This is an optimization exercise on Yosys and OpenROAD, whose aim is small area, a short achievable clock period and few clock cycles, not a production implementation.
Function was checked by simulation only, so behaviour that the tests miss may differ from the original.
No activity file was given, so power comes from the tool's default toggle rates.

==> inputs of run a <==
## wsprer_ddfs
module wsprer_ddfs (
    input             clk,
    input             rst,
    input             bus_we,
    input             bus_re,
    input      [5:0]  bus_addr,
    input      [31:0] bus_wdata,
    output reg [31:0] bus_rdata,
    output            busy,
    input      [31:0] lines_avail,
    input             sched_ready,
    input             lines_lost,
    output     [31:0] line_out,
    output     [31:0] line_oe
);
    localparam [31:0] CONFIG_VAL = 32'h0002_0204;
    localparam [31:0] LINES_HI   = 32'h001F_0000;
    localparam [1:0] ST_STOPPED = 2'd0, ST_INIT = 2'd1, ST_RUN = 2'd2, ST_FATAL = 2'd3;
    localparam [2:0] R_OK = 3'd0, R_CONFIG = 3'd1, R_CONFLICT = 3'd2, R_ILLEGAL = 3'd3;
    localparam [2:0] E_IDLE = 3'd0, E_LOAD = 3'd1, E_DRIVE = 3'd2, E_DELAY = 3'd3, E_SLACK = 3'd4;
    reg [31:0] clk_hz, target_lo, target_hi, underrun_cnt, acc, clk_act, x_reg;
    reg [63:0] inc;
    reg [1:0]  state;
    reg        stop_pending, stalled, ph, own;
    reg [2:0]  result, e_phase;
    reg [3:0]  out, pat_a;
    reg [4:0]  pin_base;
    reg [32:0] dcnt;           
  ...
Settings: LEC_CHECK=0, ABC_CLOCK_PERIOD_IN_PS=4500, CAP_MARGIN=20, CORE_MARGIN=2, CORE_UTILIZATION=40, PLACE_DENSITY=0.6, SETUP_SLACK_MARGIN=5, SLEW_MARGIN=20, TNS_END_PERCENT=0; clock period 10.0 ns.
run.sh (not shown) runs the stock make flow with config.mk's settings and CLKGATE_MAP_FILE= SYNTH_SCRIPT=/design/flow/synth_recipe.tcl, a recipe that flattens the netlist after the stock synthesis.
==> run b: changes against run a <==
--- a/flow/design.v
+++ b/flow/design.v
@@ -13,11 +13,11 @@
     input      [6:0]  blen_t,      
     output            running,
     output     [31:0] op_clk,
     output     [5:0]  op_blen,
     output     [63:0] inc,
-    output reg        valid
+    output            valid
 );
     localparam integer NR_MAX = 66;
     localparam integer M_MAX  = (NR_MAX + NDIG - 1) / NDIG;
     localparam integer QW     = NR_MAX;             
     reg  [31:0]   c_r;
@@ -31,11 +31,10 @@
     reg  [NDIG-1:0] dp_r, dm_r;        
     reg           done_r;     
     assign running = !done_r;
     assign op_clk  = c_r;
     assign op_blen = cb_r;
-    assign inc     = q_r[63:0];
     wire [31:0] c_in  = sel ? clk_a : clk_b;
     wire [5:0]  cb_in = sel ? blen_a : blen_b;
     function [7:0] nraw(input [5:0] bc, input [6:0] bt);
         nraw = {2'b0, bc} + 8'd63 - {1'b0, bt};
     endfunction
@@ -115,37 +114,41 @@
     wire [NDIG-1:0] vm1  = dp_r + ~dm_r;          
     wire            vge0 = (dp_r >= dm_r);
     wire            vge1 = (dp_r > dm_r);
     wire [QW-1:0]   q_n  = {(vge0 ? q_r[QW-1-NDIG:0] : qm_r[QW-1-NDIG:0]), v[NDIG-1:0]};
     wire [QW-1:0]   qm_n = {(vge1 ? q_r[QW-1-NDIG:0] : qm_r[QW-1-NDIG:0]), vm1};
+    localparam integer J33 = 33 / NDIG;
+    localparam integer O33 = 33 % NDIG;
+    localparam integer LW  = 33 + O33;
+    wire            dec33 = (cnt == J33);
+    wire [LW:0]     q_lo  = {1'b0, q_n[LW-1:0]}  - (1 << O33);
+    wire [LW:0]     qm_lo = {1'b0, qm_n[LW-1:0]} - (1 << O33);
+    wire [QW-1:0]   q_d   = dec33 ? {{(QW-LW){q_lo[LW]}} | q_n[QW-1:LW], q_lo[LW-1:0]} : q_n;
+    wire [QW-1:0]   qm_d  = dec33 ? {{(QW-LW){qm_lo[LW]}} | qm_n[QW-1:LW], qm_lo[LW-1:0]} : qm_n;
     wire [63:0]   wsum  = s_r + k_r;
-    wire [QW-1:0] qf    = wsum[63] ? qm_n : q_n;
-    wire [QW-1:0] incf  = qf - {{(QW-34){1'b0}}, 1'b1, 33'd0};
-    wire          ok_f  = !bad && (qf[QW-1:33] != 0) &&
-                          (qf[QW-1:64] == 0 || (qf[QW-1:65] == 0 && qf[63:32] == 32'd0));
+    wire          ok_q  = !bad && (q_n[QW-1:64] == 0)  && (q_n[63:32] != 32'hFFFF_FFFF);
+    wire          ok_qm = !bad && (qm_n[QW-1:64] == 0) && (qm_n[63:32] != 32'hFFFF_FFFF);
+    assign inc   = wsum[63] ? qm_n[63:0] : q_n[63:0];
+    assign valid = wsum[63] ? ok_qm : ok_q;
     always @(posedge clk) begin
         done_r <= rst || (cnt == 5'd1) || (done_r && !load);
-        if (rst) begin
-            cnt   <= 5'd0;
-            valid <= 1'b0;
-        end else if (load) begin
-            cnt   <= m_in + 5'd1;
-        end else if (cnt != 5'd0) begin
-            cnt   <= cnt - 5'd1;
-            if (cnt == 5'd1)
-                valid <= ok_f;
-        end
+        if (rst)
+            cnt <= 5'd0;
+        else if (load)
+            cnt <= m_in;
+        else if (cnt != 5'd0)
+            cnt <= cnt - 5'd1;
         if (load) begin
             c_r  <= c_in;
             cb_r <= cb_in;
             d_r  <= dn[59:0];
             bad  <= bad_in;
         end
         s_r   <= load ? w0 : s_n;
         k_r   <= load ? 64'd0 : k_n;
-        q_r   <= load ? {QW{1'b0}} : (cnt == 5'd1) ? incf : q_n;
-        qm_r  <= load ? {QW{1'b1}} : qm_n;
+        q_r   <= load ? {QW{1'b0}} : q_d;
+        qm_r  <= load ? {QW{1'b1}} : qm_d;
         qp_r  <= load || qp;          
         qm_r1 <= !load && qm;
         dp_r  <= load ? {NDIG{1'b0}} : dp;
         dm_r  <= load ? {NDIG{1'b0}} : dm;
     end
@@ -263,12 +266,12 @@
     wire clear  = loss || td_host;               
     wire [1:0] state_h = loss ? ST_FATAL : st_ok ? ST_INIT : td_host ? ST_STOPPED : state;
     wire       sp_h    = !clear && (stop_pending || sp_set);
     wire       stall_h = !clear && stalled;      
     wire [2:0] eph_h   = clear ? E_IDLE : e_phase;
-    wire       empty_h = clear || st_ok || (level == 3'd0);
-    wire       full_h  = !clear && !st_ok && (level == 3'd4);
+    wire       empty_h = clear || (level == 3'd0);
+    wire       full_h  = !clear && (level == 3'd4);
     wire e_load  = (eph_h == E_LOAD);
     wire e_drive = (eph_h == E_DRIVE);
     wire e_delay = (eph_h == E_DELAY);
     wire e_slack = (eph_h == E_SLACK);
     wire pop     = e_load && !sp_h && !empty_h;
@@ -287,19 +290,22 @@
         if (e_slack && dcnt[0])
             eph_e = E_LOAD;
     end
     wire push = !torn && (state_h == ST_INIT || state_h == ST_RUN) && sched_ready && !full_h;
     wire        new_ops = (ex_st && st_stopped && div_valid) || sf_ok;
-    wire [31:0] sch_a   = (new_ops && (pend_is_start || pend_pr)) ? 32'd0 : acc;
-    wire [63:0] sch_i   = new_ops ? div_inc : inc;
-    wire [63:0] sch_sum = {32'd0, sch_a} + sch_i;
+    wire [31:0] acc_new = (pend_is_start || pend_pr) ? 32'd0 : acc;
+    wire [63:0] sum_old = {32'd0, acc} + inc;
+    wire [63:0] sum_new = {32'd0, acc_new} + div_inc;
+    wire [63:0] sch_sum = new_ops ? sum_new : sum_old;
     wire       flush    = clear || st_ok || torn;
-    wire [2:0] lvl_base = flush ? 3'd0 : level;
-    wire [2:0] level_n  = lvl_base - {2'd0, pop} + {2'd0, push};
+    wire [2:0] lvl_up   = level + 3'd1;
+    wire [2:0] lvl_dn   = level - 3'd1;
+    wire [2:0] level_n  = flush ? {2'd0, push} :
+                          (push && !pop) ? lvl_up : (pop && !push) ? lvl_dn : level;
     wire       teardown = clear || torn;
     wire [1:0] state_s  = torn ? ST_STOPPED : state_h;
-    wire       promote  = (state_s == ST_INIT) && (level_n == 3'd4);
+    wire       promote  = st_init && !clear && (level == 3'd3) && push;
     reg [2:0] result_n;
     always @* begin
         result_n = result;
         if (c_ok)  result_n = R_OK;
         if (c_ill) result_n = R_ILLEGAL;
@@ -307,12 +313,14 @@
             result_n = st_fatal ? R_CONFIG : !st_stopped ? R_CONFLICT :
                        (!avail_ok || !div_valid) ? R_CONFIG : R_OK;
         if (ex_sf)
             result_n = (!(st_init || st_run) || !div_valid) ? R_CONFIG : R_OK;
     end
-    wire [31:0] ucnt_h   = (c_clr || st_ok) ? 32'd0 : underrun_cnt;
-    wire [31:0] ucnt_n   = (stall1 && ucnt_h != 32'hFFFF_FFFF) ? ucnt_h + 32'd1 : ucnt_h;
+    wire [31:0] ucnt_up  = (underrun_cnt != 32'hFFFF_FFFF) ? underrun_cnt + 32'd1 : underrun_cnt;
+    wire [31:0] ucnt_n   = st_ok ? 32'd0 :
+                           c_clr ? {31'd0, stall1} :
+                           stall1 ? ucnt_up : underrun_cnt;
     wire [31:0] status = {7'd0, e_phase, out, own, ph, 5'd0, level, 1'b0, result,
                           stalled, stop_pending, state};
     reg [31:0] rd_val;
     always @* begin
         case (bus_addr[5:2])
@@ -387,12 +395,12 @@
             stalled       <= !torn && (e_load ? (!sp_h && empty_h) : stall_h);
             own           <= !teardown && own_h;
             ph            <= !teardown && !st_ok && (drive ? !ph : ph);
             out           <= teardown ? 4'd0 : st_ok ? ~pend_pat :
                              drive ? (ph ? ~pat_a : pat_a) : out;
-            rd_ptr        <= flush ? wr_ptr : rd_ptr + {1'b0, pop};
-            wr_ptr        <= wr_ptr + {1'b0, push};
+            rd_ptr        <= flush ? wr_ptr : pop ? rd_ptr + 2'd1 : rd_ptr;
+            wr_ptr        <= push ? wr_ptr + 2'd1 : wr_ptr;
             level         <= level_n;
             pend          <= div_start || (pend && !exec);
             bus_rdata     <= rd_ok ? rd_val : 32'd0;
         end
         if (e_phase == E_DRIVE)
Settings changed: CORE_UTILIZATION 40 to 70, PLACE_DENSITY 0.6 to 0.8.
==> run c: changes against run a <==
--- a/flow/design.v
+++ b/flow/design.v
@@ -13,11 +13,11 @@
     input      [6:0]  blen_t,      
     output            running,
     output     [31:0] op_clk,
     output     [5:0]  op_blen,
     output     [63:0] inc,
-    output reg        valid
+    output            valid
 );
     localparam integer NR_MAX = 66;
     localparam integer M_MAX  = (NR_MAX + NDIG - 1) / NDIG;
     localparam integer QW     = NR_MAX;             
     reg  [31:0]   c_r;
@@ -31,11 +31,10 @@
     reg  [NDIG-1:0] dp_r, dm_r;        
     reg           done_r;     
     assign running = !done_r;
     assign op_clk  = c_r;
     assign op_blen = cb_r;
-    assign inc     = q_r[63:0];
     wire [31:0] c_in  = sel ? clk_a : clk_b;
     wire [5:0]  cb_in = sel ? blen_a : blen_b;
     function [7:0] nraw(input [5:0] bc, input [6:0] bt);
         nraw = {2'b0, bc} + 8'd63 - {1'b0, bt};
     endfunction
@@ -115,37 +114,41 @@
     wire [NDIG-1:0] vm1  = dp_r + ~dm_r;          
     wire            vge0 = (dp_r >= dm_r);
     wire            vge1 = (dp_r > dm_r);
     wire [QW-1:0]   q_n  = {(vge0 ? q_r[QW-1-NDIG:0] : qm_r[QW-1-NDIG:0]), v[NDIG-1:0]};
     wire [QW-1:0]   qm_n = {(vge1 ? q_r[QW-1-NDIG:0] : qm_r[QW-1-NDIG:0]), vm1};
+    localparam integer J33 = 33 / NDIG;
+    localparam integer O33 = 33 % NDIG;
+    localparam integer LW  = 33 + O33;
+    wire            dec33 = (cnt == J33);
+    wire [LW:0]     q_lo  = {1'b0, q_n[LW-1:0]}  - (1 << O33);
+    wire [LW:0]     qm_lo = {1'b0, qm_n[LW-1:0]} - (1 << O33);
+    wire [QW-1:0]   q_d   = dec33 ? {{(QW-LW){q_lo[LW]}} | q_n[QW-1:LW], q_lo[LW-1:0]} : q_n;
+    wire [QW-1:0]   qm_d  = dec33 ? {{(QW-LW){qm_lo[LW]}} | qm_n[QW-1:LW], qm_lo[LW-1:0]} : qm_n;
     wire [63:0]   wsum  = s_r + k_r;
-    wire [QW-1:0] qf    = wsum[63] ? qm_n : q_n;
-    wire [QW-1:0] incf  = qf - {{(QW-34){1'b0}}, 1'b1, 33'd0};
-    wire          ok_f  = !bad && (qf[QW-1:33] != 0) &&
-                          (qf[QW-1:64] == 0 || (qf[QW-1:65] == 0 && qf[63:32] == 32'd0));
+    wire          ok_q  = !bad && (q_n[QW-1:64] == 0)  && (q_n[63:32] != 32'hFFFF_FFFF);
+    wire          ok_qm = !bad && (qm_n[QW-1:64] == 0) && (qm_n[63:32] != 32'hFFFF_FFFF);
+    assign inc   = wsum[63] ? qm_n[63:0] : q_n[63:0];
+    assign valid = wsum[63] ? ok_qm : ok_q;
     always @(posedge clk) begin
         done_r <= rst || (cnt == 5'd1) || (done_r && !load);
-        if (rst) begin
-            cnt   <= 5'd0;
-            valid <= 1'b0;
-        end else if (load) begin
-            cnt   <= m_in + 5'd1;
-        end else if (cnt != 5'd0) begin
-            cnt   <= cnt - 5'd1;
-            if (cnt == 5'd1)
-                valid <= ok_f;
-        end
+        if (rst)
+            cnt <= 5'd0;
+        else if (load)
+            cnt <= m_in;
+        else if (cnt != 5'd0)
+            cnt <= cnt - 5'd1;
         if (load) begin
             c_r  <= c_in;
             cb_r <= cb_in;
             d_r  <= dn[59:0];
             bad  <= bad_in;
         end
         s_r   <= load ? w0 : s_n;
         k_r   <= load ? 64'd0 : k_n;
-        q_r   <= load ? {QW{1'b0}} : (cnt == 5'd1) ? incf : q_n;
-        qm_r  <= load ? {QW{1'b1}} : qm_n;
+        q_r   <= load ? {QW{1'b0}} : q_d;
+        qm_r  <= load ? {QW{1'b1}} : qm_d;
         qp_r  <= load || qp;          
         qm_r1 <= !load && qm;
         dp_r  <= load ? {NDIG{1'b0}} : dp;
         dm_r  <= load ? {NDIG{1'b0}} : dm;
     end
@@ -263,12 +266,12 @@
     wire clear  = loss || td_host;               
     wire [1:0] state_h = loss ? ST_FATAL : st_ok ? ST_INIT : td_host ? ST_STOPPED : state;
     wire       sp_h    = !clear && (stop_pending || sp_set);
     wire       stall_h = !clear && stalled;      
     wire [2:0] eph_h   = clear ? E_IDLE : e_phase;
-    wire       empty_h = clear || st_ok || (level == 3'd0);
-    wire       full_h  = !clear && !st_ok && (level == 3'd4);
+    wire       empty_h = clear || (level == 3'd0);
+    wire       full_h  = !clear && (level == 3'd4);
     wire e_load  = (eph_h == E_LOAD);
     wire e_drive = (eph_h == E_DRIVE);
     wire e_delay = (eph_h == E_DELAY);
     wire e_slack = (eph_h == E_SLACK);
     wire pop     = e_load && !sp_h && !empty_h;
@@ -287,19 +290,22 @@
         if (e_slack && dcnt[0])
             eph_e = E_LOAD;
     end
     wire push = !torn && (state_h == ST_INIT || state_h == ST_RUN) && sched_ready && !full_h;
     wire        new_ops = (ex_st && st_stopped && div_valid) || sf_ok;
-    wire [31:0] sch_a   = (new_ops && (pend_is_start || pend_pr)) ? 32'd0 : acc;
-    wire [63:0] sch_i   = new_ops ? div_inc : inc;
-    wire [63:0] sch_sum = {32'd0, sch_a} + sch_i;
+    wire [31:0] acc_new = (pend_is_start || pend_pr) ? 32'd0 : acc;
+    wire [63:0] sum_old = {32'd0, acc} + inc;
+    wire [63:0] sum_new = {32'd0, acc_new} + div_inc;
+    wire [63:0] sch_sum = new_ops ? sum_new : sum_old;
     wire       flush    = clear || st_ok || torn;
-    wire [2:0] lvl_base = flush ? 3'd0 : level;
-    wire [2:0] level_n  = lvl_base - {2'd0, pop} + {2'd0, push};
+    wire [2:0] lvl_up   = level + 3'd1;
+    wire [2:0] lvl_dn   = level - 3'd1;
+    wire [2:0] level_n  = flush ? {2'd0, push} :
+                          (push && !pop) ? lvl_up : (pop && !push) ? lvl_dn : level;
     wire       teardown = clear || torn;
     wire [1:0] state_s  = torn ? ST_STOPPED : state_h;
-    wire       promote  = (state_s == ST_INIT) && (level_n == 3'd4);
+    wire       promote  = st_init && !clear && (level == 3'd3) && push;
     reg [2:0] result_n;
     always @* begin
         result_n = result;
         if (c_ok)  result_n = R_OK;
         if (c_ill) result_n = R_ILLEGAL;
@@ -307,12 +313,14 @@
             result_n = st_fatal ? R_CONFIG : !st_stopped ? R_CONFLICT :
                        (!avail_ok || !div_valid) ? R_CONFIG : R_OK;
         if (ex_sf)
             result_n = (!(st_init || st_run) || !div_valid) ? R_CONFIG : R_OK;
     end
-    wire [31:0] ucnt_h   = (c_clr || st_ok) ? 32'd0 : underrun_cnt;
-    wire [31:0] ucnt_n   = (stall1 && ucnt_h != 32'hFFFF_FFFF) ? ucnt_h + 32'd1 : ucnt_h;
+    wire [31:0] ucnt_up  = (underrun_cnt != 32'hFFFF_FFFF) ? underrun_cnt + 32'd1 : underrun_cnt;
+    wire [31:0] ucnt_n   = st_ok ? 32'd0 :
+                           c_clr ? {31'd0, stall1} :
+                           stall1 ? ucnt_up : underrun_cnt;
     wire [31:0] status = {7'd0, e_phase, out, own, ph, 5'd0, level, 1'b0, result,
                           stalled, stop_pending, state};
     reg [31:0] rd_val;
     always @* begin
         case (bus_addr[5:2])
@@ -387,12 +395,12 @@
             stalled       <= !torn && (e_load ? (!sp_h && empty_h) : stall_h);
             own           <= !teardown && own_h;
             ph            <= !teardown && !st_ok && (drive ? !ph : ph);
             out           <= teardown ? 4'd0 : st_ok ? ~pend_pat :
                              drive ? (ph ? ~pat_a : pat_a) : out;
-            rd_ptr        <= flush ? wr_ptr : rd_ptr + {1'b0, pop};
-            wr_ptr        <= wr_ptr + {1'b0, push};
+            rd_ptr        <= flush ? wr_ptr : pop ? rd_ptr + 2'd1 : rd_ptr;
+            wr_ptr        <= push ? wr_ptr + 2'd1 : wr_ptr;
             level         <= level_n;
             pend          <= div_start || (pend && !exec);
             bus_rdata     <= rd_ok ? rd_val : 32'd0;
         end
         if (e_phase == E_DRIVE)
Settings changed: CORE_UTILIZATION 40 to 60, PLACE_DENSITY 0.6 to 0.72.
==> impl_metrics.csv <==
group,metric,value,unit
clock_tree,post_cts_resize_count,98,
pwr,p_int,6530,uW
worst_setup_path,crit_cells,27,
place,hpwl,153000,um
layout,nNonClkBuffers,318,
status,status,"no timing/DRC/antenna violations",
layout,seq_area,20600,um2
clock_tree,cts.sinks,909,
Source of the figures above: run b

==> impl_metrics.csv <==
group,metric,value,unit
status,status,"no timing/DRC/antenna violations",
layout,nNonClkBuffers,335,
clock_tree,post_cts_resize_count,112,
layout,seq_area,20600,um2
Source of the figures above: run c

==> impl_metrics.csv <==
group,metric,value,unit
status,status,"no timing/DRC/antenna violations",
worst_setup_path,crit_cells,28,
pwr,p_int,6620,uW
layout,seq_area,20700,um2
clock_tree,cts.sinks,912,
place,hpwl,158000,um
Source of the figures above: run a

Testbench counts of run a, summed over its fixed seeds: cycles 4,728.
Testbench counts of run b, summed over its fixed seeds: cycles 4,344.
Testbench counts of run c, summed over its fixed seeds: cycles 4,344.

## port drivers added, routing unchanged
No port has a modelled driver above. Below, the same layouts with a new extraction and two added sets of constraints. Step 1 sets driving cells, clkbuf_16 on the clock port and buf_2 on the other inputs (assumed; they add their load-dependent delay and slew). Step 2 adds t to the input delays and takes it off the output delays; t is the mean of the earliest and latest rising clock arrival at the registers after step 1. Input paths then give back, and output paths get back, about the clock's delay inside the block. Three values: no drivers, after step 1, after step 2; two values: the first two.
run	t (ns)	slack for setup (ns)	slew at the worst register clock pin (ns)
run a	0.811	3.562 / 3.562 / 2.886	0.07 / 0.07
run b	0.782	3.515 / 3.515 / 2.903	0.07 / 0.07
run c	0.774	3.585 / 3.585 / 2.869	0.07 / 0.07
After both steps setup and hold are still met in every run listed. The setup slack of run c, which loses most, moves by 0.000 ns with the drivers and by -0.716 ns with both steps.
